This is an optimization exercise on Yosys and OpenROAD, whose aim is small area, a short achievable clock period and few clock cycles per item, not a production implementation.
No run shown here included a check of the RTL's function; only the layout flow was run.

==> flow/design.v (outline; a module is shown in full before it is edited, if it fits) <==
// module ydl_corr_cordic: 652 lines
// module ydl_corr_ktab: 34 lines
// module ydl_angle_engine: 287 lines
module ydl_angle_engine (
    input  wire        clk,
    input  wire        rst,
    input  wire        hdr_valid,
    output wire        hdr_ready,
    input  wire [15:0] hdr_start_code,
    input  wire [15:0] hdr_end_code,
    input  wire [7:0]  hdr_count,
    input  wire [13:0] hdr_dist_first,
    input  wire [13:0] hdr_dist_last,
    input  wire        smp_valid,
    output wire        smp_ready,
    input  wire [23:0] smp_raw,
    output wire        out_valid,
    input  wire        out_ready,
    output reg  [15:0] out_angle,
    output reg  [13:0] out_dist,
    output reg  [9:0]  out_intensity,
    output reg         out_last
);
  // ...
==> flow/run.sh <==
#!/bin/bash
# synth_recipe.tcl (not shown) runs the flow's synth.tcl, then flattens the netlist and writes it again
# the make line also repeats each setting of config.mk as NAME=value (left out here)
make -C /OpenROAD-flow-scripts/flow DESIGN_CONFIG=/design/flow/config.mk WORK_HOME=/design/flow/orfs CLKGATE_MAP_FILE= SYNTH_SCRIPT=/design/flow/synth_recipe.tcl finish
==> flow/config.mk <==
export PLATFORM = sky130hd
export DESIGN_NAME = ydl_angle_engine
export DESIGN_NICKNAME = ydl_angle_engine
export VERILOG_FILES = /design/flow/design.v
export SDC_FILE = /design/flow/constraint.sdc
export NUM_CORES = 4
export LEC_CHECK = 0
export ABC_AREA = 1
export CAP_MARGIN = 20
export CORE_MARGIN = 2
export CORE_UTILIZATION = 40
export SLEW_MARGIN = 20
==> flow/constraint.sdc <==
create_clock -name core_clock -period 12.0 [get_ports {clk}]
set_input_delay 2.4000 -clock core_clock [delete_from_list [all_inputs] [get_ports {clk}]]
set_output_delay 2.4000 -clock core_clock [all_outputs]
set_load 0.01 [all_outputs]
==> flow_summary.toml, run 1 <==
[finish]
seqAreaFraction_pct = 44.26
seq_cells = 986
finalNonFillerCells = 8075
multi_input_area_um2 = 26850
nNetsFinal = 6783
n_clock_buffer = 127

[synth]
synth_compound_area_share_pct = 8.551
synth_area_um2 = 59410
ys_seq_area_share_pct = 49.43
synth_xor_area_share_pct = 6.988
async_reset_ff_share_pct = 0
synth_nets = 6601
ys_ff_latch = 986

[global_routing]
grt_most_used_layer = "met2"
gr-usage-met2_pct = 28.83

[timing]
whs_ns = 0.3972
rsz0062_at_grt = "no"
min_period_ns = 6.950
tns_ns = 0
period_share_pct = 57.92
worst_pin_slew_ns = 1.190

[worst_setup_path]
end_kind = "register"
r2r-end = "w_r[8]"

[floorplan]
fp-row-count = 141
initial_core_util_pct = 40.23

[status]
status = "finished clean"

[drt]
drt_wl_total_um = 134500
maxUsedRoutingLayer = "met4"

[cts]
cts_resized = 0
==> module ydl_corr_cordic, before the edit <==
module ydl_corr_cordic (
    input  wire          clk,
    input  wire          rst,
    input  wire          en,
    input  wire          in_v,
    input  wire [25:0]   in_pay,
    input  wire [13:0]   in_d,
    input  wire [13:0]   in_dn,      
    input  wire [3:0]    in_sh,      
    input  wire          in_dz,      
    input  wire          in_n1,      
    input  wire [17:0]   in_kx,      
    input  wire [17:0]   in_ky,
    input  wire [20:0]   in_z,
    input  wire          in_conv,
    output wire          out_v,
    output wire [25:0]   out_pay,
    output wire [20:0]   out_z,
    output wire [15:0]   out_ang
);
    wire [3:0]  sh = in_sh;
    wire        dz = in_dz;
    wire [13:0] dn = in_dn;
    reg  [17:0] k1, k2;
    always @(*) begin
        case ({dz, sh})
            5'd0: begin k1 = 18'd147; k2 = 18'd195; end
            5'd1: begin k1 = 18'd294; k2 = 18'd390; end
            5'd2: begin k1 = 18'd588; k2 = 18'd780; end
            5'd3: begin k1 = 18'd1176; k2 = 18'd1560; end
            5'd4: begin k1 = 18'd2352; k2 = 18'd3121; end
            5'd5: begin k1 = 18'd4705; k2 = 18'd6241; end
            5'd6: begin k1 = 18'd9409; k2 = 18'd12482; end
            5'd7: begin k1 = 18'd18819; k2 = 18'd24965; end
            5'd8: begin k1 = 18'd37638; k2 = 18'd49930; end
            5'd9: begin k1 = 18'd75275; k2 = 18'd99859; end
            default: begin k1 = 18'd78499; k2 = 18'd202970; end
        endcase
    end
    wire        m_n1 = in_n1;
    wire [17:0] kx = in_kx, ky = in_ky;
    wire [17:0] m_dp = {1'b0, dn, 3'd0};
    wire [17:0] m_dh = {2'b0, dn, 2'd0};
    wire [17:0] m_xa = m_n1 ? m_dp : 18'd0;
    wire [17:0] m_ya = m_n1 ? 18'd0 : m_dp;
    wire px1_s = m_xa[0] ^ m_dh[0];
    wire px1_c = m_xa[0] & m_dh[0];
    wire px2_s = m_xa[1] ^ m_dh[1] ^ kx[1];
    wire px2_c = (m_xa[1] & m_dh[1]) | (m_xa[1] & kx[1]) | (m_dh[1] & kx[1]);
    wire px3_s = m_xa[2] ^ m_dh[2] ^ kx[2];
    wire px3_c = (m_xa[2] & m_dh[2]) | (m_xa[2] & kx[2]) | (m_dh[2] & kx[2]);
    wire px4_s = m_xa[3] ^ m_dh[3] ^ kx[3];
    wire px4_c = (m_xa[3] & m_dh[3]) | (m_xa[3] & kx[3]) | (m_dh[3] & kx[3]);
    wire px5_s = m_xa[4] ^ m_dh[4] ^ kx[4];
    wire px5_c = (m_xa[4] & m_dh[4]) | (m_xa[4] & kx[4]) | (m_dh[4] & kx[4]);
    wire px6_s = m_xa[5] ^ m_dh[5] ^ kx[5];
    wire px6_c = (m_xa[5] & m_dh[5]) | (m_xa[5] & kx[5]) | (m_dh[5] & kx[5]);
    wire px7_s = m_xa[6] ^ m_dh[6] ^ kx[6];
    wire px7_c = (m_xa[6] & m_dh[6]) | (m_xa[6] & kx[6]) | (m_dh[6] & kx[6]);
    wire px8_s = m_xa[7] ^ m_dh[7] ^ kx[7];
    wire px8_c = (m_xa[7] & m_dh[7]) | (m_xa[7] & kx[7]) | (m_dh[7] & kx[7]);
    wire px9_s = m_xa[8] ^ m_dh[8] ^ kx[8];
    wire px9_c = (m_xa[8] & m_dh[8]) | (m_xa[8] & kx[8]) | (m_dh[8] & kx[8]);
    wire px10_s = m_xa[9] ^ m_dh[9] ^ kx[9];
    wire px10_c = (m_xa[9] & m_dh[9]) | (m_xa[9] & kx[9]) | (m_dh[9] & kx[9]);
    wire px11_s = m_xa[10] ^ m_dh[10] ^ kx[10];
    wire px11_c = (m_xa[10] & m_dh[10]) | (m_xa[10] & kx[10]) | (m_dh[10] & kx[10]);
    wire px12_s = m_xa[11] ^ m_dh[11] ^ kx[11];
    wire px12_c = (m_xa[11] & m_dh[11]) | (m_xa[11] & kx[11]) | (m_dh[11] & kx[11]);
    wire px13_s = m_xa[12] ^ m_dh[12] ^ kx[12];
    wire px13_c = (m_xa[12] & m_dh[12]) | (m_xa[12] & kx[12]) | (m_dh[12] & kx[12]);
    wire px14_s = m_xa[13] ^ m_dh[13] ^ kx[13];
    wire px14_c = (m_xa[13] & m_dh[13]) | (m_xa[13] & kx[13]) | (m_dh[13] & kx[13]);
    wire px15_s = m_xa[14] ^ m_dh[14] ^ kx[14];
    wire px15_c = (m_xa[14] & m_dh[14]) | (m_xa[14] & kx[14]) | (m_dh[14] & kx[14]);
    wire px16_s = m_xa[15] ^ m_dh[15] ^ kx[15];
    wire px16_c = (m_xa[15] & m_dh[15]) | (m_xa[15] & kx[15]) | (m_dh[15] & kx[15]);
    wire px17_s = m_xa[16] ^ m_dh[16] ^ kx[16];
    wire px17_c = (m_xa[16] & m_dh[16]) | (m_xa[16] & kx[16]) | (m_dh[16] & kx[16]);
    wire px18_s = m_xa[17] ^ m_dh[17] ^ kx[17];
    wire px18_c = (m_xa[17] & m_dh[17]) | (m_xa[17] & kx[17]) | (m_dh[17] & kx[17]);
    wire [17:0] x_s0 = {px17_c, px16_c, px15_c, px14_c, px13_c, px12_c, px11_c, px10_c, px9_c, px8_c, px7_c, px6_c, px5_c, px4_c, px3_c, px2_c, px1_c, px1_s} + {px18_s, px17_s, px16_s, px15_s, px14_s, px13_s, px12_s, px11_s, px10_s, px9_s, px8_s, px7_s, px6_s, px5_s, px4_s, px3_s, px2_s, kx[0]};
    wire py19_s = ky[1] ^ ~m_dh[1];
    wire py19_c = ky[1] & ~m_dh[1];
    wire py20_s = ky[2] ^ ~m_dh[2];
    wire py20_c = ky[2] & ~m_dh[2];
    wire py21_s = ky[3] ^ ~m_dh[3];
    wire py21_c = ky[3] & ~m_dh[3];
    wire py22_s = ky[4] ^ ~m_dh[4];
    wire py22_c = ky[4] & ~m_dh[4];
    wire py23_s = ky[5] ^ ~m_dh[5];
    wire py23_c = ky[5] & ~m_dh[5];
    wire py24_s = ky[6] ^ ~m_dh[6];
    wire py24_c = ky[6] & ~m_dh[6];
    wire py25_s = ky[7] ^ ~m_dh[7];
    wire py25_c = ky[7] & ~m_dh[7];
    wire py26_s = ky[8] ^ ~m_dh[8];
    wire py26_c = ky[8] & ~m_dh[8];
    wire py27_s = ky[9] ^ ~m_dh[9];
    wire py27_c = ky[9] & ~m_dh[9];
    wire py28_s = ky[10] ^ ~m_dh[10];
    wire py28_c = ky[10] & ~m_dh[10];
    wire py29_s = ky[11] ^ ~m_dh[11];
    wire py29_c = ky[11] & ~m_dh[11];
    wire py30_s = ky[12] ^ ~m_dh[12];
    wire py30_c = ky[12] & ~m_dh[12];
    wire py31_s = ky[13] ^ ~m_dh[13];
    wire py31_c = ky[13] & ~m_dh[13];
    wire py32_s = ky[14] ^ ~m_dh[14];
    wire py32_c = ky[14] & ~m_dh[14];
    wire py33_s = ky[15] ^ ~m_dh[15];
    wire py33_c = ky[15] & ~m_dh[15];
    wire py34_s = ky[16] ^ ~m_dh[16];
    wire py34_c = ky[16] & ~m_dh[16];
    wire py35_s = ky[17] ^ ~m_dh[17];
    wire py35_c = ky[17] & ~m_dh[17];
    wire py36_s = ky[0] ^ ~m_dh[0];
    wire py36_c = ky[0] & ~m_dh[0];
    wire py37_s = py19_s ^ ~m_ya[1] ^ 1'b1;
    wire py37_c = (py19_s & ~m_ya[1]) | (py19_s & 1'b1) | (~m_ya[1] & 1'b1);
    wire py38_s = py19_c ^ py20_s ^ ~m_ya[2];
    wire py38_c = (py19_c & py20_s) | (py19_c & ~m_ya[2]) | (py20_s & ~m_ya[2]);
    wire py39_s = py20_c ^ py21_s ^ ~m_ya[3];
    wire py39_c = (py20_c & py21_s) | (py20_c & ~m_ya[3]) | (py21_s & ~m_ya[3]);
    wire py40_s = py21_c ^ py22_s ^ ~m_ya[4];
    wire py40_c = (py21_c & py22_s) | (py21_c & ~m_ya[4]) | (py22_s & ~m_ya[4]);
    wire py41_s = py22_c ^ py23_s ^ ~m_ya[5];
    wire py41_c = (py22_c & py23_s) | (py22_c & ~m_ya[5]) | (py23_s & ~m_ya[5]);
    wire py42_s = py23_c ^ py24_s ^ ~m_ya[6];
    wire py42_c = (py23_c & py24_s) | (py23_c & ~m_ya[6]) | (py24_s & ~m_ya[6]);
    wire py43_s = py24_c ^ py25_s ^ ~m_ya[7];
    wire py43_c = (py24_c & py25_s) | (py24_c & ~m_ya[7]) | (py25_s & ~m_ya[7]);
    wire py44_s = py25_c ^ py26_s ^ ~m_ya[8];
    wire py44_c = (py25_c & py26_s) | (py25_c & ~m_ya[8]) | (py26_s & ~m_ya[8]);
    wire py45_s = py26_c ^ py27_s ^ ~m_ya[9];
    wire py45_c = (py26_c & py27_s) | (py26_c & ~m_ya[9]) | (py27_s & ~m_ya[9]);
    wire py46_s = py27_c ^ py28_s ^ ~m_ya[10];
    wire py46_c = (py27_c & py28_s) | (py27_c & ~m_ya[10]) | (py28_s & ~m_ya[10]);
    wire py47_s = py28_c ^ py29_s ^ ~m_ya[11];
    wire py47_c = (py28_c & py29_s) | (py28_c & ~m_ya[11]) | (py29_s & ~m_ya[11]);
    wire py48_s = py29_c ^ py30_s ^ ~m_ya[12];
    wire py48_c = (py29_c & py30_s) | (py29_c & ~m_ya[12]) | (py30_s & ~m_ya[12]);
    wire py49_s = py30_c ^ py31_s ^ ~m_ya[13];
    wire py49_c = (py30_c & py31_s) | (py30_c & ~m_ya[13]) | (py31_s & ~m_ya[13]);
    wire py50_s = py31_c ^ py32_s ^ ~m_ya[14];
    wire py50_c = (py31_c & py32_s) | (py31_c & ~m_ya[14]) | (py32_s & ~m_ya[14]);
    wire py51_s = py32_c ^ py33_s ^ ~m_ya[15];
    wire py51_c = (py32_c & py33_s) | (py32_c & ~m_ya[15]) | (py33_s & ~m_ya[15]);
    wire py52_s = py33_c ^ py34_s ^ ~m_ya[16];
    wire py52_c = (py33_c & py34_s) | (py33_c & ~m_ya[16]) | (py34_s & ~m_ya[16]);
    wire py53_s = py34_c ^ py35_s ^ ~m_ya[17];
    wire py53_c = (py34_c & py35_s) | (py34_c & ~m_ya[17]) | (py35_s & ~m_ya[17]);
    wire [17:0] y_s0 = {py52_c, py51_c, py50_c, py49_c, py48_c, py47_c, py46_c, py45_c, py44_c, py43_c, py42_c, py41_c, py40_c, py39_c, py38_c, py37_c, py36_c, py36_s} + {py53_s, py52_s, py51_s, py50_s, py49_s, py48_s, py47_s, py46_s, py45_s, py44_s, py43_s, py42_s, py41_s, py40_s, py39_s, py38_s, py37_s, ~m_ya[0]};
    reg [17:0] x_r1;
    reg [17:0] y_r1;
    reg [20:0] z_r1;
    reg [0:0] conv_r1;
    reg [25:0] pay_r1;
    always @(posedge clk) if (en) begin x_r1 <= x_s0; y_r1 <= y_s0; z_r1 <= in_z; conv_r1 <= in_conv; pay_r1 <= in_pay; end
    reg v_r1;
    always @(posedge clk) if (rst) v_r1 <= 1'b0; else if (en) v_r1 <= in_v;
    reg p1_r1; always @(posedge clk) if (en) p1_r1 <= ~m_n1;
    wire n2 = y_r1[17];
    wire signed [23:0] ye2 = $signed(y_r1);
    wire signed [23:0] xe2 = {6'd0, x_r1};
    wire signed [23:0] xs2 = xe2 >>> 2;
    wire signed [23:0] ys2 = ye2 >>> 2;
    wire [24:0] yc2 = {ye2, 1'b1} + {xs2 ^ {24{~n2}}, ~n2};
    wire [23:0] yn2 = yc2[24:1];
    wire [24:0] xc2 = {xe2, 1'b1} + {ys2 ^ {24{n2}}, n2};
    wire [23:0] xn2 = xc2[24:1];
    wire [17:0] x_i2 = xn2[17:0];
    wire [16:0] y_i2 = yn2[16:0];
    wire [21:0] cv_m = z_r1[14:0] * 22'd91;
    wire [21:0] z_cm = conv_r1 ? cv_m : {1'b0, z_r1};
    wire n3 = y_i2[16];
    wire signed [23:0] ye3 = $signed(y_i2);
    wire signed [23:0] xe3 = {6'd0, x_i2};
    wire signed [23:0] xs3 = xe3 >>> 3;
    wire signed [23:0] ys3 = ye3 >>> 3;
    wire [24:0] yc3 = {ye3, 1'b1} + {xs3 ^ {24{~n3}}, ~n3};
    wire [23:0] yn3 = yc3[24:1];
    wire [24:0] xc3 = {xe3, 1'b1} + {ys3 ^ {24{n3}}, n3};
    wire [23:0] xn3 = xc3[24:1];
    wire [17:0] x_i3 = xn3[17:0];
    wire [15:0] y_i3 = yn3[15:0];
    reg [17:0] x_r3;
    reg [15:0] y_r3;
    reg [21:0] z_r3;
    reg [0:0] conv_r3;
    reg [25:0] pay_r3;
    always @(posedge clk) if (en) begin x_r3 <= x_i3; y_r3 <= y_i3; z_r3 <= z_cm; conv_r3 <= conv_r1; pay_r3 <= pay_r1; end
    reg v_r3;
    always @(posedge clk) if (rst) v_r3 <= 1'b0; else if (en) v_r3 <= v_r1;
    reg p1_r3; always @(posedge clk) if (en) p1_r3 <= p1_r1;
    reg p2_r3; always @(posedge clk) if (en) p2_r3 <= ~n2;
    reg p3_r3; always @(posedge clk) if (en) p3_r3 <= ~n3;
    wire n4 = y_r3[15];
    wire signed [23:0] ye4 = $signed(y_r3);
    wire signed [23:0] xe4 = {6'd0, x_r3};
    wire signed [23:0] xs4 = xe4 >>> 4;
    wire signed [23:0] ys4 = ye4 >>> 4;
    wire [24:0] yc4 = {ye4, 1'b1} + {xs4 ^ {24{~n4}}, ~n4};
    wire [23:0] yn4 = yc4[24:1];
    wire [24:0] xc4 = {xe4, 1'b1} + {ys4 ^ {24{n4}}, n4};
    wire [23:0] xn4 = xc4[24:1];
    wire [17:0] x_i4 = xn4[17:0];
    wire [14:0] y_i4 = yn4[14:0];
    wire [21:0] cv_m2 = z_r3;
    wire [20:0] cv_t = cv_m2[20:0] + {11'd0, cv_m2[21:12]} + 21'd23;
    wire [20:0] z_cv = conv_r3 ? cv_t : z_r3[20:0];
    wire n5 = y_i4[14];
    wire signed [23:0] ye5 = $signed(y_i4);
    wire signed [23:0] xe5 = {6'd0, x_i4};
    wire signed [23:0] xs5 = xe5 >>> 5;
    wire signed [23:0] ys5 = ye5 >>> 5;
    wire [24:0] yc5 = {ye5, 1'b1} + {xs5 ^ {24{~n5}}, ~n5};
    wire [23:0] yn5 = yc5[24:1];
    wire [24:0] xc5 = {xe5, 1'b1} + {ys5 ^ {24{n5}}, n5};
    wire [23:0] xn5 = xc5[24:1];
    wire [17:0] x_i5 = xn5[17:0];
    wire [13:0] y_i5 = yn5[13:0];
    reg [17:0] x_r5;
    reg [13:0] y_r5;
    reg [20:0] z_r5;
    reg [25:0] pay_r5;
    always @(posedge clk) if (en) begin x_r5 <= x_i5; y_r5 <= y_i5; z_r5 <= z_cv; pay_r5 <= pay_r3; end
    reg v_r5;
    always @(posedge clk) if (rst) v_r5 <= 1'b0; else if (en) v_r5 <= v_r3;
    reg p1_r5; always @(posedge clk) if (en) p1_r5 <= p1_r3;
    reg p2_r5; always @(posedge clk) if (en) p2_r5 <= p2_r3;
    reg p3_r5; always @(posedge clk) if (en) p3_r5 <= p3_r3;
    reg p4_r5; always @(posedge clk) if (en) p4_r5 <= ~n4;
    reg p5_r5; always @(posedge clk) if (en) p5_r5 <= ~n5;
    wire n6 = y_r5[13];
    wire signed [23:0] ye6 = $signed(y_r5);
    wire signed [23:0] xe6 = {6'd0, x_r5};
    wire signed [23:0] xs6 = xe6 >>> 6;
    wire signed [23:0] ys6 = ye6 >>> 6;
    wire [24:0] yc6 = {ye6, 1'b1} + {xs6 ^ {24{~n6}}, ~n6};
    wire [23:0] yn6 = yc6[24:1];
    wire [12:0] y_i6 = yn6[12:0];
    wire n7 = y_i6[12];
    wire signed [23:0] ye7 = $signed(y_i6);
    wire signed [23:0] xe7 = {6'd0, x_r5};
    wire signed [23:0] xs7 = xe7 >>> 7;
    wire signed [23:0] ys7 = ye7 >>> 7;
    wire [24:0] yc7 = {ye7, 1'b1} + {xs7 ^ {24{~n7}}, ~n7};
    wire [23:0] yn7 = yc7[24:1];
    wire [11:0] y_i7 = yn7[11:0];
    reg [17:0] x_r7;
    reg [11:0] y_r7;
    reg [20:0] z_r7;
    reg [25:0] pay_r7;
    always @(posedge clk) if (en) begin x_r7 <= x_r5; y_r7 <= y_i7; z_r7 <= z_r5; pay_r7 <= pay_r5; end
    reg v_r7;
    always @(posedge clk) if (rst) v_r7 <= 1'b0; else if (en) v_r7 <= v_r5;
    reg p1_r7; always @(posedge clk) if (en) p1_r7 <= p1_r5;
    reg p2_r7; always @(posedge clk) if (en) p2_r7 <= p2_r5;
    reg p3_r7; always @(posedge clk) if (en) p3_r7 <= p3_r5;
    reg p4_r7; always @(posedge clk) if (en) p4_r7 <= p4_r5;
    reg p5_r7; always @(posedge clk) if (en) p5_r7 <= p5_r5;
    reg p6_r7; always @(posedge clk) if (en) p6_r7 <= ~n6;
    reg p7_r7; always @(posedge clk) if (en) p7_r7 <= ~n7;
    wire n8 = y_r7[11];
    wire signed [23:0] ye8 = $signed(y_r7);
    wire signed [23:0] xe8 = {6'd0, x_r7};
    wire signed [23:0] xs8 = xe8 >>> 8;
    wire signed [23:0] ys8 = ye8 >>> 8;
    wire [24:0] yc8 = {ye8, 1'b1} + {xs8 ^ {24{~n8}}, ~n8};
    wire [23:0] yn8 = yc8[24:1];
    wire [10:0] y_i8 = yn8[10:0];
    wire n9 = y_i8[10];
    wire signed [23:0] ye9 = $signed(y_i8);
    wire signed [23:0] xe9 = {6'd0, x_r7};
    wire signed [23:0] xs9 = xe9 >>> 9;
    wire signed [23:0] ys9 = ye9 >>> 9;
    wire [24:0] yc9 = {ye9, 1'b1} + {xs9 ^ {24{~n9}}, ~n9};
    wire [23:0] yn9 = yc9[24:1];
    wire [9:0] y_i9 = yn9[9:0];
    reg [17:0] x_r9;
    reg [9:0] y_r9;
    reg [20:0] z_r9;
    reg [25:0] pay_r9;
    always @(posedge clk) if (en) begin x_r9 <= x_r7; y_r9 <= y_i9; z_r9 <= z_r7; pay_r9 <= pay_r7; end
    reg v_r9;
    always @(posedge clk) if (rst) v_r9 <= 1'b0; else if (en) v_r9 <= v_r7;
    reg p1_r9; always @(posedge clk) if (en) p1_r9 <= p1_r7;
    reg p2_r9; always @(posedge clk) if (en) p2_r9 <= p2_r7;
    reg p3_r9; always @(posedge clk) if (en) p3_r9 <= p3_r7;
    reg p4_r9; always @(posedge clk) if (en) p4_r9 <= p4_r7;
    reg p5_r9; always @(posedge clk) if (en) p5_r9 <= p5_r7;
    reg p6_r9; always @(posedge clk) if (en) p6_r9 <= p6_r7;
    reg p7_r9; always @(posedge clk) if (en) p7_r9 <= p7_r7;
    reg p8_r9; always @(posedge clk) if (en) p8_r9 <= ~n8;
    reg p9_r9; always @(posedge clk) if (en) p9_r9 <= ~n9;
    wire n10 = y_r9[9];
    wire signed [23:0] ye10 = $signed(y_r9);
    wire signed [23:0] xe10 = {6'd0, x_r9};
    wire signed [23:0] xs10 = xe10 >>> 10;
    wire signed [23:0] ys10 = ye10 >>> 10;
    wire [24:0] yc10 = {ye10, 1'b1} + {xs10 ^ {24{~n10}}, ~n10};
    wire [23:0] yn10 = yc10[24:1];
    wire [8:0] y_i10 = yn10[8:0];
    wire n11 = y_i10[8];
    wire signed [23:0] ye11 = $signed(y_i10);
    wire signed [23:0] xe11 = {6'd0, x_r9};
    wire signed [23:0] xs11 = xe11 >>> 11;
    wire signed [23:0] ys11 = ye11 >>> 11;
    wire [24:0] yc11 = {ye11, 1'b1} + {xs11 ^ {24{~n11}}, ~n11};
    wire [23:0] yn11 = yc11[24:1];
    wire [7:0] y_i11 = yn11[7:0];
    reg [17:0] x_r11;
    reg [7:0] y_r11;
    reg [20:0] z_r11;
    reg [25:0] pay_r11;
    always @(posedge clk) if (en) begin x_r11 <= x_r9; y_r11 <= y_i11; z_r11 <= z_r9; pay_r11 <= pay_r9; end
    reg v_r11;
    always @(posedge clk) if (rst) v_r11 <= 1'b0; else if (en) v_r11 <= v_r9;
    reg p1_r11; always @(posedge clk) if (en) p1_r11 <= p1_r9;
    reg p2_r11; always @(posedge clk) if (en) p2_r11 <= p2_r9;
    reg p3_r11; always @(posedge clk) if (en) p3_r11 <= p3_r9;
    reg p4_r11; always @(posedge clk) if (en) p4_r11 <= p4_r9;
    reg p5_r11; always @(posedge clk) if (en) p5_r11 <= p5_r9;
    reg p6_r11; always @(posedge clk) if (en) p6_r11 <= p6_r9;
    reg p7_r11; always @(posedge clk) if (en) p7_r11 <= p7_r9;
    reg p8_r11; always @(posedge clk) if (en) p8_r11 <= p8_r9;
    reg p9_r11; always @(posedge clk) if (en) p9_r11 <= p9_r9;
    reg p10_r11; always @(posedge clk) if (en) p10_r11 <= ~n10;
    reg p11_r11; always @(posedge clk) if (en) p11_r11 <= ~n11;
    wire n12 = y_r11[7];
    wire signed [23:0] ye12 = $signed(y_r11);
    wire signed [23:0] xe12 = {6'd0, x_r11};
    wire signed [23:0] xs12 = xe12 >>> 12;
    wire signed [23:0] ys12 = ye12 >>> 12;
    wire [24:0] yc12 = {ye12, 1'b1} + {xs12 ^ {24{~n12}}, ~n12};
    wire [23:0] yn12 = yc12[24:1];
    wire [6:0] y_i12 = yn12[6:0];
    wire n13 = y_i12[6];
    wire signed [23:0] ye13 = $signed(y_i12);
    wire signed [23:0] xe13 = {6'd0, x_r11};
    wire signed [23:0] xs13 = xe13 >>> 13;
    wire signed [23:0] ys13 = ye13 >>> 13;
    wire [24:0] yc13 = {ye13, 1'b1} + {xs13 ^ {24{~n13}}, ~n13};
    wire [23:0] yn13 = yc13[24:1];
    wire [5:0] y_i13 = yn13[5:0];
    wire ta54_s = z_r11[1] ^ p1_r11;
    wire ta54_c = z_r11[1] & p1_r11;
    wire ta55_s = z_r11[2] ^ p2_r11 ^ p3_r11;
    wire ta55_c = (z_r11[2] & p2_r11) | (z_r11[2] & p3_r11) | (p2_r11 & p3_r11);
    wire ta56_s = p4_r11 ^ p5_r11;
    wire ta56_c = p4_r11 & p5_r11;
    wire ta57_s = z_r11[3] ^ p2_r11;
    wire ta57_c = z_r11[3] & p2_r11;
    wire ta58_s = z_r11[4] ^ 1'b1;
    wire ta58_c = z_r11[4] & 1'b1;
    wire ta59_s = z_r11[5] ^ p5_r11;
    wire ta59_c = z_r11[5] & p5_r11;
    wire ta60_s = z_r11[6] ^ 1'b1 ^ p2_r11;
    wire ta60_c = (z_r11[6] & 1'b1) | (z_r11[6] & p2_r11) | (1'b1 & p2_r11);
    wire ta61_s = p3_r11 ^ p4_r11;
    wire ta61_c = p3_r11 & p4_r11;
    wire ta62_s = z_r11[7] ^ p2_r11 ^ p4_r11;
    wire ta62_c = (z_r11[7] & p2_r11) | (z_r11[7] & p4_r11) | (p2_r11 & p4_r11);
    wire ta63_s = z_r11[8] ^ 1'b1;
    wire ta63_c = z_r11[8] & 1'b1;
    wire ta64_s = ta54_s ^ p2_r11 ^ p5_r11;
    wire ta64_c = (ta54_s & p2_r11) | (ta54_s & p5_r11) | (p2_r11 & p5_r11);
    wire ta65_s = ta54_c ^ ta55_s ^ ta56_s;
    wire ta65_c = (ta54_c & ta55_s) | (ta54_c & ta56_s) | (ta55_s & ta56_s);
    wire ta66_s = p6_r11 ^ p10_r11;
    wire ta66_c = p6_r11 & p10_r11;
    wire ta67_s = ta55_c ^ ta56_c ^ ta57_s;
    wire ta67_c = (ta55_c & ta56_c) | (ta55_c & ta57_s) | (ta56_c & ta57_s);
    wire ta68_s = p6_r11 ^ p9_r11 ^ p10_r11;
    wire ta68_c = (p6_r11 & p9_r11) | (p6_r11 & p10_r11) | (p9_r11 & p10_r11);
    wire ta69_s = ta57_c ^ ta58_s ^ p5_r11;
    wire ta69_c = (ta57_c & ta58_s) | (ta57_c & p5_r11) | (ta58_s & p5_r11);
    wire ta70_s = p6_r11 ^ p8_r11 ^ p9_r11;
    wire ta70_c = (p6_r11 & p8_r11) | (p6_r11 & p9_r11) | (p8_r11 & p9_r11);
    wire ta71_s = ta58_c ^ ta59_s ^ p6_r11;
    wire ta71_c = (ta58_c & ta59_s) | (ta58_c & p6_r11) | (ta59_s & p6_r11);
    wire ta72_s = p7_r11 ^ p8_r11 ^ ~n12;
    wire ta72_c = (p7_r11 & p8_r11) | (p7_r11 & ~n12) | (p8_r11 & ~n12);
    wire ta73_s = ta59_c ^ ta60_s ^ ta61_s;
    wire ta73_c = (ta59_c & ta60_s) | (ta59_c & ta61_s) | (ta60_s & ta61_s);
    wire ta74_s = p5_r11 ^ p7_r11 ^ p11_r11;
    wire ta74_c = (p5_r11 & p7_r11) | (p5_r11 & p11_r11) | (p7_r11 & p11_r11);
    wire ta75_s = ta60_c ^ ta61_c ^ ta62_s;
    wire ta75_c = (ta60_c & ta61_c) | (ta60_c & ta62_s) | (ta61_c & ta62_s);
    wire ta76_s = p6_r11 ^ p10_r11 ^ ~n12;
    wire ta76_c = (p6_r11 & p10_r11) | (p6_r11 & ~n12) | (p10_r11 & ~n12);
    wire ta77_s = ta62_c ^ ta63_s ^ p1_r11;
    wire ta77_c = (ta62_c & ta63_s) | (ta62_c & p1_r11) | (ta63_s & p1_r11);
    wire ta78_s = p5_r11 ^ p9_r11 ^ p11_r11;
    wire ta78_c = (p5_r11 & p9_r11) | (p5_r11 & p11_r11) | (p9_r11 & p11_r11);
    wire ta79_s = ta63_c ^ z_r11[9] ^ p2_r11;
    wire ta79_c = (ta63_c & z_r11[9]) | (ta63_c & p2_r11) | (z_r11[9] & p2_r11);
    wire ta80_s = p4_r11 ^ p8_r11 ^ p10_r11;
    wire ta80_c = (p4_r11 & p8_r11) | (p4_r11 & p10_r11) | (p8_r11 & p10_r11);
    wire ta81_s = z_r11[10] ^ p2_r11 ^ p3_r11;
    wire ta81_c = (z_r11[10] & p2_r11) | (z_r11[10] & p3_r11) | (p2_r11 & p3_r11);
    wire ta82_s = p7_r11 ^ p9_r11;
    wire ta82_c = p7_r11 & p9_r11;
    wire ta83_s = z_r11[11] ^ 1'b1 ^ p1_r11;
    wire ta83_c = (z_r11[11] & 1'b1) | (z_r11[11] & p1_r11) | (1'b1 & p1_r11);
    wire ta84_s = p2_r11 ^ p6_r11 ^ p8_r11;
    wire ta84_c = (p2_r11 & p6_r11) | (p2_r11 & p8_r11) | (p6_r11 & p8_r11);
    wire ta85_s = z_r11[12] ^ p1_r11 ^ p2_r11;
    wire ta85_c = (z_r11[12] & p1_r11) | (z_r11[12] & p2_r11) | (p1_r11 & p2_r11);
    wire ta86_s = p5_r11 ^ p7_r11;
    wire ta86_c = p5_r11 & p7_r11;
    wire ta87_s = z_r11[13] ^ 1'b1 ^ p1_r11;
    wire ta87_c = (z_r11[13] & 1'b1) | (z_r11[13] & p1_r11) | (1'b1 & p1_r11);
    wire ta88_s = p2_r11 ^ p4_r11 ^ p6_r11;
    wire ta88_c = (p2_r11 & p4_r11) | (p2_r11 & p6_r11) | (p4_r11 & p6_r11);
    wire ta89_s = z_r11[14] ^ 1'b1 ^ p2_r11;
    wire ta89_c = (z_r11[14] & 1'b1) | (z_r11[14] & p2_r11) | (1'b1 & p2_r11);
    wire ta90_s = p3_r11 ^ p5_r11;
    wire ta90_c = p3_r11 & p5_r11;
    wire ta91_s = z_r11[15] ^ p1_r11;
    wire ta91_c = z_r11[15] & p1_r11;
    wire ta92_s = ta64_s ^ p6_r11;
    wire ta92_c = ta64_s & p6_r11;
    wire ta93_s = ta64_c ^ ta65_s ^ ta66_s;
    wire ta93_c = (ta64_c & ta65_s) | (ta64_c & ta66_s) | (ta65_s & ta66_s);
    wire ta94_s = ta65_c ^ ta66_c ^ ta67_s;
    wire ta94_c = (ta65_c & ta66_c) | (ta65_c & ta67_s) | (ta66_c & ta67_s);
    wire ta95_s = ta67_c ^ ta68_c ^ ta69_s;
    wire ta95_c = (ta67_c & ta68_c) | (ta67_c & ta69_s) | (ta68_c & ta69_s);
    wire ta96_s = ta69_c ^ ta70_c ^ ta71_s;
    wire ta96_c = (ta69_c & ta70_c) | (ta69_c & ta71_s) | (ta70_c & ta71_s);
    wire ta97_s = ta71_c ^ ta72_c ^ ta73_s;
    wire ta97_c = (ta71_c & ta72_c) | (ta71_c & ta73_s) | (ta72_c & ta73_s);
    wire ta98_s = ta73_c ^ ta74_c ^ ta75_s;
    wire ta98_c = (ta73_c & ta74_c) | (ta73_c & ta75_s) | (ta74_c & ta75_s);
    wire ta99_s = ta75_c ^ ta76_c ^ ta77_s;
    wire ta99_c = (ta75_c & ta76_c) | (ta75_c & ta77_s) | (ta76_c & ta77_s);
    wire ta100_s = ta77_c ^ ta78_c ^ ta79_s;
    wire ta100_c = (ta77_c & ta78_c) | (ta77_c & ta79_s) | (ta78_c & ta79_s);
    wire ta101_s = ta79_c ^ ta80_c ^ ta81_s;
    wire ta101_c = (ta79_c & ta80_c) | (ta79_c & ta81_s) | (ta80_c & ta81_s);
    wire ta102_s = ta81_c ^ ta82_c ^ ta83_s;
    wire ta102_c = (ta81_c & ta82_c) | (ta81_c & ta83_s) | (ta82_c & ta83_s);
    wire ta103_s = ta83_c ^ ta84_c ^ ta85_s;
    wire ta103_c = (ta83_c & ta84_c) | (ta83_c & ta85_s) | (ta84_c & ta85_s);
    wire ta104_s = ta85_c ^ ta86_c ^ ta87_s;
    wire ta104_c = (ta85_c & ta86_c) | (ta85_c & ta87_s) | (ta86_c & ta87_s);
    wire ta105_s = ta87_c ^ ta88_c ^ ta89_s;
    wire ta105_c = (ta87_c & ta88_c) | (ta87_c & ta89_s) | (ta88_c & ta89_s);
    wire ta106_s = ta89_c ^ ta90_c ^ ta91_s;
    wire ta106_c = (ta89_c & ta90_c) | (ta89_c & ta91_s) | (ta90_c & ta91_s);
    wire ta107_s = ta91_c ^ z_r11[16];
    wire ta107_c = ta91_c & z_r11[16];
    wire ta108_s = z_r11[17] ^ 1'b1;
    wire ta108_c = z_r11[17] & 1'b1;
    wire ta109_s = z_r11[18] ^ 1'b1;
    wire ta109_c = z_r11[18] & 1'b1;
    wire ta110_s = ta92_s ^ p11_r11;
    wire ta110_c = ta92_s & p11_r11;
    wire ta111_s = ta92_c ^ ta93_s ^ p11_r11;
    wire ta111_c = (ta92_c & ta93_s) | (ta92_c & p11_r11) | (ta93_s & p11_r11);
    wire ta112_s = ta93_c ^ ta94_s ^ ta68_s;
    wire ta112_c = (ta93_c & ta94_s) | (ta93_c & ta68_s) | (ta94_s & ta68_s);
    wire ta113_s = ta94_c ^ ta95_s ^ ta70_s;
    wire ta113_c = (ta94_c & ta95_s) | (ta94_c & ta70_s) | (ta95_s & ta70_s);
    wire ta114_s = ta95_c ^ ta96_s ^ ta72_s;
    wire ta114_c = (ta95_c & ta96_s) | (ta95_c & ta72_s) | (ta96_s & ta72_s);
    wire ta115_s = ta96_c ^ ta97_s ^ ta74_s;
    wire ta115_c = (ta96_c & ta97_s) | (ta96_c & ta74_s) | (ta97_s & ta74_s);
    wire ta116_s = ta97_c ^ ta98_s ^ ta76_s;
    wire ta116_c = (ta97_c & ta98_s) | (ta97_c & ta76_s) | (ta98_s & ta76_s);
    wire ta117_s = ta98_c ^ ta99_s ^ ta78_s;
    wire ta117_c = (ta98_c & ta99_s) | (ta98_c & ta78_s) | (ta99_s & ta78_s);
    wire ta118_s = ta99_c ^ ta100_s ^ ta80_s;
    wire ta118_c = (ta99_c & ta100_s) | (ta99_c & ta80_s) | (ta100_s & ta80_s);
    wire ta119_s = ta100_c ^ ta101_s ^ ta82_s;
    wire ta119_c = (ta100_c & ta101_s) | (ta100_c & ta82_s) | (ta101_s & ta82_s);
    wire ta120_s = ta101_c ^ ta102_s ^ ta84_s;
    wire ta120_c = (ta101_c & ta102_s) | (ta101_c & ta84_s) | (ta102_s & ta84_s);
    wire ta121_s = ta102_c ^ ta103_s ^ ta86_s;
    wire ta121_c = (ta102_c & ta103_s) | (ta102_c & ta86_s) | (ta103_s & ta86_s);
    wire ta122_s = ta103_c ^ ta104_s ^ ta88_s;
    wire ta122_c = (ta103_c & ta104_s) | (ta103_c & ta88_s) | (ta104_s & ta88_s);
    wire ta123_s = ta104_c ^ ta105_s ^ ta90_s;
    wire ta123_c = (ta104_c & ta105_s) | (ta104_c & ta90_s) | (ta105_s & ta90_s);
    wire ta124_s = ta105_c ^ ta106_s ^ p4_r11;
    wire ta124_c = (ta105_c & ta106_s) | (ta105_c & p4_r11) | (ta106_s & p4_r11);
    wire ta125_s = ta106_c ^ ta107_s ^ p3_r11;
    wire ta125_c = (ta106_c & ta107_s) | (ta106_c & p3_r11) | (ta107_s & p3_r11);
    wire ta126_s = ta107_c ^ ta108_s ^ p2_r11;
    wire ta126_c = (ta107_c & ta108_s) | (ta107_c & p2_r11) | (ta108_s & p2_r11);
    wire ta127_s = ta108_c ^ ta109_s ^ p1_r11;
    wire ta127_c = (ta108_c & ta109_s) | (ta108_c & p1_r11) | (ta109_s & p1_r11);
    wire ta128_s = ta109_c ^ z_r11[19] ^ 1'b1;
    wire ta128_c = (ta109_c & z_r11[19]) | (ta109_c & 1'b1) | (z_r11[19] & 1'b1);
    wire ta129_s = z_r11[20] ^ 1'b1;
    wire ta129_c = z_r11[20] & 1'b1;
    reg [17:0] x_r13;
    reg [5:0] y_r13;
    reg [25:0] pay_r13;
    always @(posedge clk) if (en) begin x_r13 <= x_r11; y_r13 <= y_i13; pay_r13 <= pay_r11; end
    reg v_r13;
    always @(posedge clk) if (rst) v_r13 <= 1'b0; else if (en) v_r13 <= v_r11;
    reg p13_r13; always @(posedge clk) if (en) p13_r13 <= ~n13;
    reg [20:0] ra_r13, rb_r13;
    always @(posedge clk) if (en) begin ra_r13 <= {ta128_c, ta127_c, ta126_c, ta125_c, ta124_c, ta123_c, ta122_c, ta121_c, ta120_c, ta119_c, ta118_c, ta117_c, ta116_c, ta115_c, ta114_c, ta113_c, ta112_c, ta111_c, ta110_c, ta110_s, z_r11[0]}; rb_r13 <= {ta129_s, ta128_s, ta127_s, ta126_s, ta125_s, ta124_s, ta123_s, ta122_s, ta121_s, ta120_s, ta119_s, ta118_s, ta117_s, ta116_s, ta115_s, ta114_s, ta113_s, ta112_s, ta111_s, ~n12, 1'b0}; end
    wire n14 = y_r13[5];
    wire signed [23:0] ye14 = $signed(y_r13);
    wire signed [23:0] xe14 = {6'd0, x_r13};
    wire signed [23:0] xs14 = xe14 >>> 14;
    wire signed [23:0] ys14 = ye14 >>> 14;
    wire [24:0] yc14 = {ye14, 1'b1} + {xs14 ^ {24{~n14}}, ~n14};
    wire [23:0] yn14 = yc14[24:1];
    wire [4:0] y_i14 = yn14[4:0];
    wire n15 = y_i14[4];
    wire tb130_s = p13_r13 ^ ~n15;
    wire tb130_c = p13_r13 & ~n15;
    wire tb131_s = ~n14 ^ ra_r13[5];
    wire tb131_c = ~n14 & ra_r13[5];
    wire tb132_s = p13_r13 ^ ra_r13[6];
    wire tb132_c = p13_r13 & ra_r13[6];
    wire tb133_s = p13_r13 ^ ra_r13[1];
    wire tb133_c = p13_r13 & ra_r13[1];
    wire tb134_s = ~n15 ^ ra_r13[2] ^ rb_r13[2];
    wire tb134_c = (~n15 & ra_r13[2]) | (~n15 & rb_r13[2]) | (ra_r13[2] & rb_r13[2]);
    wire tb135_s = ~n14 ^ ra_r13[3] ^ rb_r13[3];
    wire tb135_c = (~n14 & ra_r13[3]) | (~n14 & rb_r13[3]) | (ra_r13[3] & rb_r13[3]);
    wire tb136_s = tb130_s ^ ra_r13[4] ^ rb_r13[4];
    wire tb136_c = (tb130_s & ra_r13[4]) | (tb130_s & rb_r13[4]) | (ra_r13[4] & rb_r13[4]);
    wire tb137_s = tb130_c ^ tb131_s ^ rb_r13[5];
    wire tb137_c = (tb130_c & tb131_s) | (tb130_c & rb_r13[5]) | (tb131_s & rb_r13[5]);
    wire tb138_s = tb131_c ^ tb132_s ^ rb_r13[6];
    wire tb138_c = (tb131_c & tb132_s) | (tb131_c & rb_r13[6]) | (tb132_s & rb_r13[6]);
    wire tb139_s = tb132_c ^ ra_r13[7] ^ rb_r13[7];
    wire tb139_c = (tb132_c & ra_r13[7]) | (tb132_c & rb_r13[7]) | (ra_r13[7] & rb_r13[7]);
    wire tb140_s = ra_r13[8] ^ rb_r13[8];
    wire tb140_c = ra_r13[8] & rb_r13[8];
    wire tb141_s = ra_r13[9] ^ rb_r13[9];
    wire tb141_c = ra_r13[9] & rb_r13[9];
    wire tb142_s = ra_r13[10] ^ rb_r13[10];
    wire tb142_c = ra_r13[10] & rb_r13[10];
    wire tb143_s = ra_r13[11] ^ rb_r13[11];
    wire tb143_c = ra_r13[11] & rb_r13[11];
    wire tb144_s = ra_r13[12] ^ rb_r13[12];
    wire tb144_c = ra_r13[12] & rb_r13[12];
    wire tb145_s = ra_r13[13] ^ rb_r13[13];
    wire tb145_c = ra_r13[13] & rb_r13[13];
    wire tb146_s = ra_r13[14] ^ rb_r13[14];
    wire tb146_c = ra_r13[14] & rb_r13[14];
    wire tb147_s = ra_r13[15] ^ rb_r13[15];
    wire tb147_c = ra_r13[15] & rb_r13[15];
    wire tb148_s = ra_r13[16] ^ rb_r13[16];
    wire tb148_c = ra_r13[16] & rb_r13[16];
    wire tb149_s = ra_r13[17] ^ rb_r13[17];
    wire tb149_c = ra_r13[17] & rb_r13[17];
    wire tb150_s = ra_r13[18] ^ rb_r13[18];
    wire tb150_c = ra_r13[18] & rb_r13[18];
    wire tb151_s = ra_r13[19] ^ rb_r13[19];
    wire tb151_c = ra_r13[19] & rb_r13[19];
    wire tb152_s = ra_r13[20] ^ rb_r13[20];
    wire tb152_c = ra_r13[20] & rb_r13[20];
    wire [20:0] z_sum = {tb151_c, tb150_c, tb149_c, tb148_c, tb147_c, tb146_c, tb145_c, tb144_c, tb143_c, tb142_c, tb141_c, tb140_c, tb139_c, tb138_c, tb137_c, tb136_c, tb135_c, tb134_c, tb133_c, tb133_s, ra_r13[0]} + {tb152_s, tb151_s, tb150_s, tb149_s, tb148_s, tb147_s, tb146_s, tb145_s, tb144_s, tb143_s, tb142_s, tb141_s, tb140_s, tb139_s, tb138_s, tb137_s, tb136_s, tb135_s, tb134_s, rb_r13[1], rb_r13[0]};
    reg  [20:0] z_q;
    reg  [25:0] pay_q;
    reg         v_q;
    always @(posedge clk) if (en) begin z_q <= z_sum; pay_q <= pay_r13; end
    always @(posedge clk) if (rst) v_q <= 1'b0; else if (en) v_q <= v_r13;
    assign out_z = z_q;
    assign out_pay = pay_q;
    assign out_v = v_q;
    wire m153_s = z_q[5] ^ z_q[3];
    wire m153_c = z_q[5] & z_q[3];
    wire m154_s = z_q[6] ^ z_q[4] ^ z_q[3];
    wire m154_c = (z_q[6] & z_q[4]) | (z_q[6] & z_q[3]) | (z_q[4] & z_q[3]);
    wire m155_s = z_q[7] ^ z_q[5] ^ z_q[4];
    wire m155_c = (z_q[7] & z_q[5]) | (z_q[7] & z_q[4]) | (z_q[5] & z_q[4]);
    wire m156_s = z_q[8] ^ z_q[6] ^ z_q[5];
    wire m156_c = (z_q[8] & z_q[6]) | (z_q[8] & z_q[5]) | (z_q[6] & z_q[5]);
    wire m157_s = z_q[9] ^ z_q[7] ^ z_q[6];
    wire m157_c = (z_q[9] & z_q[7]) | (z_q[9] & z_q[6]) | (z_q[7] & z_q[6]);
    wire m158_s = z_q[10] ^ z_q[8] ^ z_q[7];
    wire m158_c = (z_q[10] & z_q[8]) | (z_q[10] & z_q[7]) | (z_q[8] & z_q[7]);
    wire m159_s = z_q[11] ^ z_q[9] ^ z_q[8];
    wire m159_c = (z_q[11] & z_q[9]) | (z_q[11] & z_q[8]) | (z_q[9] & z_q[8]);
    wire m160_s = z_q[12] ^ z_q[10] ^ z_q[9];
    wire m160_c = (z_q[12] & z_q[10]) | (z_q[12] & z_q[9]) | (z_q[10] & z_q[9]);
    wire m161_s = z_q[13] ^ z_q[11] ^ z_q[10];
    wire m161_c = (z_q[13] & z_q[11]) | (z_q[13] & z_q[10]) | (z_q[11] & z_q[10]);
    wire m162_s = z_q[14] ^ z_q[12] ^ z_q[11];
    wire m162_c = (z_q[14] & z_q[12]) | (z_q[14] & z_q[11]) | (z_q[12] & z_q[11]);
    wire m163_s = z_q[15] ^ z_q[13] ^ z_q[12];
    wire m163_c = (z_q[15] & z_q[13]) | (z_q[15] & z_q[12]) | (z_q[13] & z_q[12]);
    wire m164_s = z_q[16] ^ z_q[14] ^ z_q[13];
    wire m164_c = (z_q[16] & z_q[14]) | (z_q[16] & z_q[13]) | (z_q[14] & z_q[13]);
    wire m165_s = z_q[17] ^ z_q[15] ^ z_q[14];
    wire m165_c = (z_q[17] & z_q[15]) | (z_q[17] & z_q[14]) | (z_q[15] & z_q[14]);
    wire m166_s = z_q[18] ^ z_q[16] ^ z_q[15];
    wire m166_c = (z_q[18] & z_q[16]) | (z_q[18] & z_q[15]) | (z_q[16] & z_q[15]);
    wire m167_s = z_q[19] ^ z_q[17] ^ z_q[16];
    wire m167_c = (z_q[19] & z_q[17]) | (z_q[19] & z_q[16]) | (z_q[17] & z_q[16]);
    wire m168_s = z_q[20] ^ z_q[18] ^ z_q[17];
    wire m168_c = (z_q[20] & z_q[18]) | (z_q[20] & z_q[17]) | (z_q[18] & z_q[17]);
    wire m169_s = z_q[19] ^ z_q[18];
    wire m169_c = z_q[19] & z_q[18];
    wire m170_s = z_q[20] ^ z_q[19];
    wire m170_c = z_q[20] & z_q[19];
    wire m171_s = z_q[3] ^ z_q[1];
    wire m171_c = z_q[3] & z_q[1];
    wire m172_s = z_q[4] ^ z_q[2] ^ z_q[1];
    wire m172_c = (z_q[4] & z_q[2]) | (z_q[4] & z_q[1]) | (z_q[2] & z_q[1]);
    wire m173_s = m153_s ^ z_q[2] ^ z_q[0];
    wire m173_c = (m153_s & z_q[2]) | (m153_s & z_q[0]) | (z_q[2] & z_q[0]);
    wire m174_s = m153_c ^ m154_s ^ z_q[1];
    wire m174_c = (m153_c & m154_s) | (m153_c & z_q[1]) | (m154_s & z_q[1]);
    wire m175_s = m154_c ^ m155_s ^ z_q[2];
    wire m175_c = (m154_c & m155_s) | (m154_c & z_q[2]) | (m155_s & z_q[2]);
    wire m176_s = m155_c ^ m156_s ^ z_q[3];
    wire m176_c = (m155_c & m156_s) | (m155_c & z_q[3]) | (m156_s & z_q[3]);
    wire m177_s = m156_c ^ m157_s ^ z_q[4];
    wire m177_c = (m156_c & m157_s) | (m156_c & z_q[4]) | (m157_s & z_q[4]);
    wire m178_s = m157_c ^ m158_s ^ z_q[5];
    wire m178_c = (m157_c & m158_s) | (m157_c & z_q[5]) | (m158_s & z_q[5]);
    wire m179_s = m158_c ^ m159_s ^ z_q[6];
    wire m179_c = (m158_c & m159_s) | (m158_c & z_q[6]) | (m159_s & z_q[6]);
    wire m180_s = m159_c ^ m160_s ^ z_q[7];
    wire m180_c = (m159_c & m160_s) | (m159_c & z_q[7]) | (m160_s & z_q[7]);
    wire m181_s = m160_c ^ m161_s ^ z_q[8];
    wire m181_c = (m160_c & m161_s) | (m160_c & z_q[8]) | (m161_s & z_q[8]);
    wire m182_s = m161_c ^ m162_s ^ z_q[9];
    wire m182_c = (m161_c & m162_s) | (m161_c & z_q[9]) | (m162_s & z_q[9]);
    wire m183_s = m162_c ^ m163_s ^ z_q[10];
    wire m183_c = (m162_c & m163_s) | (m162_c & z_q[10]) | (m163_s & z_q[10]);
    wire m184_s = m163_c ^ m164_s ^ z_q[11];
    wire m184_c = (m163_c & m164_s) | (m163_c & z_q[11]) | (m164_s & z_q[11]);
    wire m185_s = m164_c ^ m165_s ^ z_q[12];
    wire m185_c = (m164_c & m165_s) | (m164_c & z_q[12]) | (m165_s & z_q[12]);
    wire m186_s = m165_c ^ m166_s ^ z_q[13];
    wire m186_c = (m165_c & m166_s) | (m165_c & z_q[13]) | (m166_s & z_q[13]);
    wire m187_s = m166_c ^ m167_s ^ z_q[14];
    wire m187_c = (m166_c & m167_s) | (m166_c & z_q[14]) | (m167_s & z_q[14]);
    wire m188_s = m167_c ^ m168_s ^ z_q[15];
    wire m188_c = (m167_c & m168_s) | (m167_c & z_q[15]) | (m168_s & z_q[15]);
    wire m189_s = m168_c ^ m169_s ^ z_q[16];
    wire m189_c = (m168_c & m169_s) | (m168_c & z_q[16]) | (m169_s & z_q[16]);
    wire m190_s = m169_c ^ m170_s ^ z_q[17];
    wire m190_c = (m169_c & m170_s) | (m169_c & z_q[17]) | (m170_s & z_q[17]);
    wire m191_s = m170_c ^ z_q[20] ^ z_q[18];
    wire m191_c = (m170_c & z_q[20]) | (m170_c & z_q[18]) | (z_q[20] & z_q[18]);
    wire [26:0] m45 = {1'b0, z_q[20], m191_c, m190_c, m189_c, m188_c, m187_c, m186_c, m185_c, m184_c, m183_c, m182_c, m181_c, m180_c, m179_c, m178_c, m177_c, m176_c, m175_c, m174_c, m173_c, m172_c, m171_c, m171_s, z_q[2], z_q[1], z_q[0]} + {1'b0, 1'b0, z_q[19], m191_s, m190_s, m189_s, m188_s, m187_s, m186_s, m185_s, m184_s, m183_s, m182_s, m181_s, m180_s, m179_s, m178_s, m177_s, m176_s, m175_s, m174_s, m173_s, m172_s, z_q[0], z_q[0], 1'b0, 1'b0};
    assign out_ang = m45[26:11];
endmodule
==> inputs of run 2 (changes only) <==
--- a/flow/design.v
+++ b/flow/design.v
@@ -4,18 +4,16 @@
     input  wire          en,
     input  wire          in_v,
     input  wire [25:0]   in_pay,
     input  wire [13:0]   in_d,
     input  wire [13:0]   in_dn,      
     input  wire [3:0]    in_sh,      
     input  wire          in_dz,      
     input  wire          in_n1,      
-    input  wire [17:0]   in_kx,      
-    input  wire [17:0]   in_ky,
     input  wire [20:0]   in_z,
     input  wire          in_conv,
     output wire          out_v,
     output wire [25:0]   out_pay,
     output wire [20:0]   out_z,
     output wire [15:0]   out_ang
 );
     wire [3:0]  sh = in_sh;
@@ -33,17 +31,43 @@
             5'd6: begin k1 = 18'd9409; k2 = 18'd12482; end
             5'd7: begin k1 = 18'd18819; k2 = 18'd24965; end
             5'd8: begin k1 = 18'd37638; k2 = 18'd49930; end
             5'd9: begin k1 = 18'd75275; k2 = 18'd99859; end
             default: begin k1 = 18'd78499; k2 = 18'd202970; end
         endcase
     end
     wire        m_n1 = in_n1;
-    wire [17:0] kx = in_kx, ky = in_ky;
+    reg  [17:0] kx, ky;
+    always @(*) begin
+        case ({dz, m_n1, sh})
+            6'd0: begin kx = 18'd244; ky = 18'd122; end
+            6'd1: begin kx = 18'd489; ky = 18'd243; end
+            6'd2: begin kx = 18'd978; ky = 18'd486; end
+            6'd3: begin kx = 18'd1956; ky = 18'd972; end
+            6'd4: begin kx = 18'd3912; ky = 18'd1945; end
+            6'd5: begin kx = 18'd7825; ky = 18'd3889; end
+            6'd6: begin kx = 18'd15650; ky = 18'd7778; end
+            6'd7: begin kx = 18'd31301; ky = 18'd15556; end
+            6'd8: begin kx = 18'd62603; ky = 18'd31111; end
+            6'd9: begin kx = 18'd125204; ky = 18'd62222; end
+            6'd16: begin kx = 18'd50; ky = 18'd268; end
+            6'd17: begin kx = 18'd99; ky = 18'd537; end
+            6'd18: begin kx = 18'd198; ky = 18'd1074; end
+            6'd19: begin kx = 18'd396; ky = 18'd2148; end
+            6'd20: begin kx = 18'd792; ky = 18'd4297; end
+            6'd21: begin kx = 18'd1585; ky = 18'd8593; end
+            6'd22: begin kx = 18'd3168; ky = 18'd17186; end
+            6'd23: begin kx = 18'd6337; ky = 18'd34374; end
+            6'd24: begin kx = 18'd12673; ky = 18'd68749; end
+            6'd25: begin kx = 18'd25346; ky = 18'd137496; end
+            6'd57: begin kx = 18'd108086; ky = 18'd242219; end
+            default: begin kx = 18'd0; ky = 18'd0; end
+        endcase
+    end
     wire [17:0] m_dp = {1'b0, dn, 3'd0};
     wire [17:0] m_dh = {2'b0, dn, 2'd0};
     wire [17:0] m_xa = m_n1 ? m_dp : 18'd0;
     wire [17:0] m_ya = m_n1 ? 18'd0 : m_dp;
     wire px1_s = m_xa[0] ^ m_dh[0];
     wire px1_c = m_xa[0] & m_dh[0];
     wire px2_s = m_xa[1] ^ m_dh[1] ^ kx[1];
     wire px2_c = (m_xa[1] & m_dh[1]) | (m_xa[1] & kx[1]) | (m_dh[1] & kx[1]);
@@ -645,50 +669,16 @@
     wire m189_c = (m168_c & m169_s) | (m168_c & z_q[16]) | (m169_s & z_q[16]);
     wire m190_s = m169_c ^ m170_s ^ z_q[17];
     wire m190_c = (m169_c & m170_s) | (m169_c & z_q[17]) | (m170_s & z_q[17]);
     wire m191_s = m170_c ^ z_q[20] ^ z_q[18];
     wire m191_c = (m170_c & z_q[20]) | (m170_c & z_q[18]) | (z_q[20] & z_q[18]);
     wire [26:0] m45 = {1'b0, z_q[20], m191_c, m190_c, m189_c, m188_c, m187_c, m186_c, m185_c, m184_c, m183_c, m182_c, m181_c, m180_c, m179_c, m178_c, m177_c, m176_c, m175_c, m174_c, m173_c, m172_c, m171_c, m171_s, z_q[2], z_q[1], z_q[0]} + {1'b0, 1'b0, z_q[19], m191_s, m190_s, m189_s, m188_s, m187_s, m186_s, m185_s, m184_s, m183_s, m182_s, m181_s, m180_s, m179_s, m178_s, m177_s, m176_s, m175_s, m174_s, m173_s, m172_s, z_q[0], z_q[0], 1'b0, 1'b0};
     assign out_ang = m45[26:11];
 endmodule
-module ydl_corr_ktab (
-    input  wire        dz,
-    input  wire        m_n1,
-    input  wire [3:0]  sh,
-    output reg  [17:0] kx,
-    output reg  [17:0] ky
-);
-    always @(*) begin
-        case ({dz, m_n1, sh})
-            6'd0: begin kx = 18'd244; ky = 18'd122; end
-            6'd1: begin kx = 18'd489; ky = 18'd243; end
-            6'd2: begin kx = 18'd978; ky = 18'd486; end
-            6'd3: begin kx = 18'd1956; ky = 18'd972; end
-            6'd4: begin kx = 18'd3912; ky = 18'd1945; end
-            6'd5: begin kx = 18'd7825; ky = 18'd3889; end
-            6'd6: begin kx = 18'd15650; ky = 18'd7778; end
-            6'd7: begin kx = 18'd31301; ky = 18'd15556; end
-            6'd8: begin kx = 18'd62603; ky = 18'd31111; end
-            6'd9: begin kx = 18'd125204; ky = 18'd62222; end
-            6'd16: begin kx = 18'd50; ky = 18'd268; end
-            6'd17: begin kx = 18'd99; ky = 18'd537; end
-            6'd18: begin kx = 18'd198; ky = 18'd1074; end
-            6'd19: begin kx = 18'd396; ky = 18'd2148; end
-            6'd20: begin kx = 18'd792; ky = 18'd4297; end
-            6'd21: begin kx = 18'd1585; ky = 18'd8593; end
-            6'd22: begin kx = 18'd3168; ky = 18'd17186; end
-            6'd23: begin kx = 18'd6337; ky = 18'd34374; end
-            6'd24: begin kx = 18'd12673; ky = 18'd68749; end
-            6'd25: begin kx = 18'd25346; ky = 18'd137496; end
-            6'd57: begin kx = 18'd108086; ky = 18'd242219; end
-            default: begin kx = 18'd0; ky = 18'd0; end
-        endcase
-    end
-endmodule
 module ydl_angle_engine (
     input  wire        clk,
     input  wire        rst,
     input  wire        hdr_valid,
     output wire        hdr_ready,
     input  wire [15:0] hdr_start_code,
     input  wire [15:0] hdr_end_code,
     input  wire [7:0]  hdr_count,
@@ -738,17 +728,16 @@
     wire        hdr_take = hdr_valid & hdr_ready;
     wire        smp_take = smp_valid & smp_ready;
     wire        e_last = (e_rem == 8'd1);
     wire        p_to_e = p_v & (~e_act | (smp_take & e_last));
     reg         r0_v, r0_b, r0_last, r0_conv;
     reg  [13:0] r0_d, r0_dn;
     reg  [3:0]  r0_sh;
     reg         r0_dz, r0_n1;
-    reg  [17:0] r0_kx, r0_ky;
     reg  [9:0]  r0_int;
     reg  [20:0] r0_z;
     always @(posedge clk) begin
         if (rst)
             r0_v <= 1'b0;
         else if (en)
             r0_v <= w_bub | smp_take;
     end
@@ -763,33 +752,21 @@
             14'b00001?????????: i_sh = 4'd4;
             14'b000001????????: i_sh = 4'd5;
             14'b0000001???????: i_sh = 4'd6;
             14'b00000001??????: i_sh = 4'd7;
             14'b000000001?????: i_sh = 4'd8;
             default:            i_sh = 4'd9;
         endcase
     end
-    wire [17:0] i_kx, i_ky;
-    wire        i_dz = (i_d == 14'd0);
-    wire        i_n1 = i_dz | (i_d >= 14'd25);
-    ydl_corr_ktab u_ktab (
-        .dz   (i_dz),
-        .m_n1 (i_n1),
-        .sh   (i_sh),
-        .kx   (i_kx),
-        .ky   (i_ky)
-    );
     always @(posedge clk) begin
         if (en) begin
             r0_sh <= i_sh;
-            r0_dz <= i_dz;
-            r0_n1 <= i_n1;
-            r0_kx <= i_kx;
-            r0_ky <= i_ky;
+            r0_dz <= (i_d == 14'd0);
+            r0_n1 <= (i_d == 14'd0) | (i_d >= 14'd25);
             r0_dn <= i_d << i_sh;
             if (w_bub) begin
                 r0_b    <= 1'b1;
                 r0_last <= (w_st == W_S1);
                 r0_conv <= 1'b1;
                 r0_d    <= (w_st == W_S0) ? hdr_dist_first : hdr_dist_last;
                 r0_z    <= {6'd0, (w_st == W_S0) ? hdr_start_code[15:1] : hdr_end_code[15:1]};
                 r0_int  <= 10'd0;
@@ -813,18 +790,16 @@
         .en     (en),
         .in_v   (r0_v),
         .in_pay ({r0_b, r0_last, r0_int, r0_d}),
         .in_d   (r0_d),
         .in_dn  (r0_dn),
         .in_sh  (r0_sh),
         .in_dz  (r0_dz),
         .in_n1  (r0_n1),
-        .in_kx  (r0_kx),
-        .in_ky  (r0_ky),
         .in_z   (r0_z),
         .in_conv(r0_conv),
         .out_v  (x_v),
         .out_pay(x_pay),
         .out_z  (x_z),
         .out_ang(x_ang)
     );
     wire        x_b    = x_pay[25];
==> run 2 against run 1 <==
Compared with the run above:
- register-to-register slack worse by 0.39 ns
- still clean on timing, DRC and antenna
- area after synthesis up 0.63%
- first-iteration DRC count up 3.3%
- design area up 0.99%
- worst setup slack worse by 0.39 ns
- core utilization up 0.34 points
==> flow_summary.toml, run 2 <==
[synth]
yosysWarnings = 2
synth_commonest_cells = "nand2_1 (1,323), edfxtp_1 (932), inv_1 (789)"
yosysTopAreaCellShare_pct = 46.81
ys_seq_area_share_pct = 48.79
synthCells = 6043
synth.most_common_cell = "nand2_1"
async_reset_ff_share_pct = 0
synth_nets = 6770
synthFlopType = "edfxtp_1"
ys_ff_latch = 991
synth_edf_count = 932
synth_area_per_cell_um2 = 9.893
synth_area_um2 = 59790
yosys.area.top_type = "edfxtp_1"
ys_types = 62
yosys-top-cells-area = "edfxtp_1 (47%), ha_1 (9.8%), nand2_1 (8.3%)"

[timing]
report.final.slew_viol_count = 0
min_period_ns = 7.338
finalSetupViolCount = 0
hold_viol_final = 0
finalClockSkew_ns = 0.07183
max_freq_mhz = 136.3
worst_pin_slew_ns = 1.055
slew_headroom_pct = 29.65
tns_ns = 0
setup_ws_ns = 4.662
period_share_pct = 61.15
rsz0062_at_grt = "no"

[drt]
vias = 41520
drt_wl_total_um = 139000
drc_errors = 0
postRouteAntennaNets = 0
drtIter0Drc = 2953
vias_per_cell = 5.041
dr.pass1.iters = 5
avgRoutedWirePerCell_um = 16.87

[cts]
cts_setup_buffers = 0
clk_pin_slew_worst_paths_ns = 0.06
cts_made_buffers = 105
clock-sinks = 991
clockBufferDepth = 3
ctsHoldBuffers = 0
cts_tree = "yes"
root_buffer = "clkbuf_16"
cts_resized = 0
htreeDepth = 3
clk_latency_ns = 0.73

[placed_design]
portBuffers = 138
pre_cts_slack_ns = 4.656
gp_congestion = 0.9019
dp_hpwl_um = 105900

[finish]
n_fill_cell = 13920
synthToLayoutAreaGrowth_pct = 12.09
nNetsFinal = 6944
layout_common_cells = "nand2_1 (1,322), edfxtp_1 (932), inv_1 (787)"
drive_above_1_share_pct = 4.187
final_common_cell = "nand2_1"

[worst_setup_path]
end_kind = "register"
crit_type = "register to register"
slowest_stage = "o21ai_0"
cp-start-kind = "register"
arrival_ns = 7.77
critical_path.max_stage_delay_ns = 0.50
crit_top_cell = "nand2_1"
required_ns = 12.44
critPathMaxFanout = 15
rr_worst_depth = 39

[global_routing]
grt_max_degree = 176
grt_usage_pct = 18.18
grt_pass1_wl_um = 219700
grt-ovfl-total = 0
grt_pass1_vias = 40540
antenna_found_initial = 9

[floorplan]
ios = 141
die_x_um = 390.6
die_y_um = 390.6
core-area_um2 = 148000
fp-row-count = 141
initial_core_util_pct = 40.39
die_area_um2 = 152600

[status]
status = "finished clean"

[hold_path]
hold_path_depth = 0
min_path_type = "register to register"

[flow_run]
drv_cap = 0
[run 2: cells by family after synthesis]
group	Yosys count	synth area share, %
adders and majority gates	630	15.23
DFF	991	48.79
xor gates and xnor gates	471	6.900
buffers and inverters	900	5.795
and+or+nand+nor	2101	14.56
AOI/OAI and AO/OA	950	8.729
[run 2: critical path: cells and delay by family (launching register included)]
kind	cells	cell delay, ns
compound gates	7	1.47
xor+xnor	1	0.17
fa+ha+maj	3	1.05
buf+inv	5	0.51
flops	1	0.48
simple gates	23	3.35
[run 2: path summary, 6_finish.rpt]
| path | startpoint | to | slack (ns) |
|---|---|---|---|
| setup / recovery | w_dv[0] | w_r[9] | 4.66 |
| hold / removal | r0_z[12] | u_corr.z_r1[12] | 0.38 |
| setup reg to reg | w_dv[0] | w_r[9] | 4.66 |
| hold reg to reg | r0_z[12] | u_corr.z_r1[12] | 0.38 |
[run 2: through the flow]
| stage | hold WS (ns) | std cells | util [%] | area [um^2] |
|---|---|---|---|---|
| final | 0.3831 | 8237 | 45.28 | 67020 |
| after global placement | 0.4004 | 8040 | 42.82 | 63380 |
| after global routing | 0.3781 | 8235 | 45.27 | 67010 |
| after CTS | 0.3800 | 8235 | 45.27 | 67010 |
| after detailed placement | 0.4045 | 8040 | 42.82 | 63380 |
| after floorplan | 0.3855 | 6043 | - | 59790 |
[run 2: layout make-up]
class | instances | area [um^2] | share of cell area [%]
Timing Repair Buffer | 163 | 1582 | 2.360
Inverter | 804 | 3025 | 4.514
Multi-Input combinational cell | 4152 | 27190 | 40.58
Tap cell | 1930 | 2415 | 3.603
Clock buffer | 139 | 2902 | 4.330
Clock inverter | 56 | 725.7 | 1.083
Sequential cell | 991 | 29170 | 43.53
Antenna cell | 2 | 5.005 | 0.007468
[run 2: per-layer routing]
layer  part of all wire [%]  global-route usage, %  routed length, um
met3                    5.1                  2.984               7061
met4                    2.0                  4.388               2813
met5                  0.057                      0                 79
met2                     46                  30.13              64460
met1                     46                  24.85              64570

-- port drivers added, routing unchanged --
How much do the figures lean on ideal ports? The routed layouts below were timed once more, with nothing changed but the port constraints.
Step 1: set_driving_cell puts a clkbuf_16 on clk and a buf_2 on each other input, an assumption about the parent block.
Step 2 times the ports against the registers' clock, not the clock port: input delays grow and output delays shrink by t, the midpoint of the rising clock arrivals with the driver on.
a / b / c = ideal / step 1 / step 2; a / b = the first two.
| run | t (ns) | setup slack, ns | latest minus earliest clock arrival (ns) | worst slew at a driven data input, ns | pins driven straight from the clock port |
|---|---|---|---|---|---|
| run 1 | 0.774 | 5.050 / 5.050 / 5.050 | 0.029 / 0.029 | 0.08 | 1 |
| run 2 | 0.771 | 4.662 / 4.662 / 4.662 | 0.072 / 0.072 | 0.22 | 1 |
After both steps every run listed still meets setup and hold.
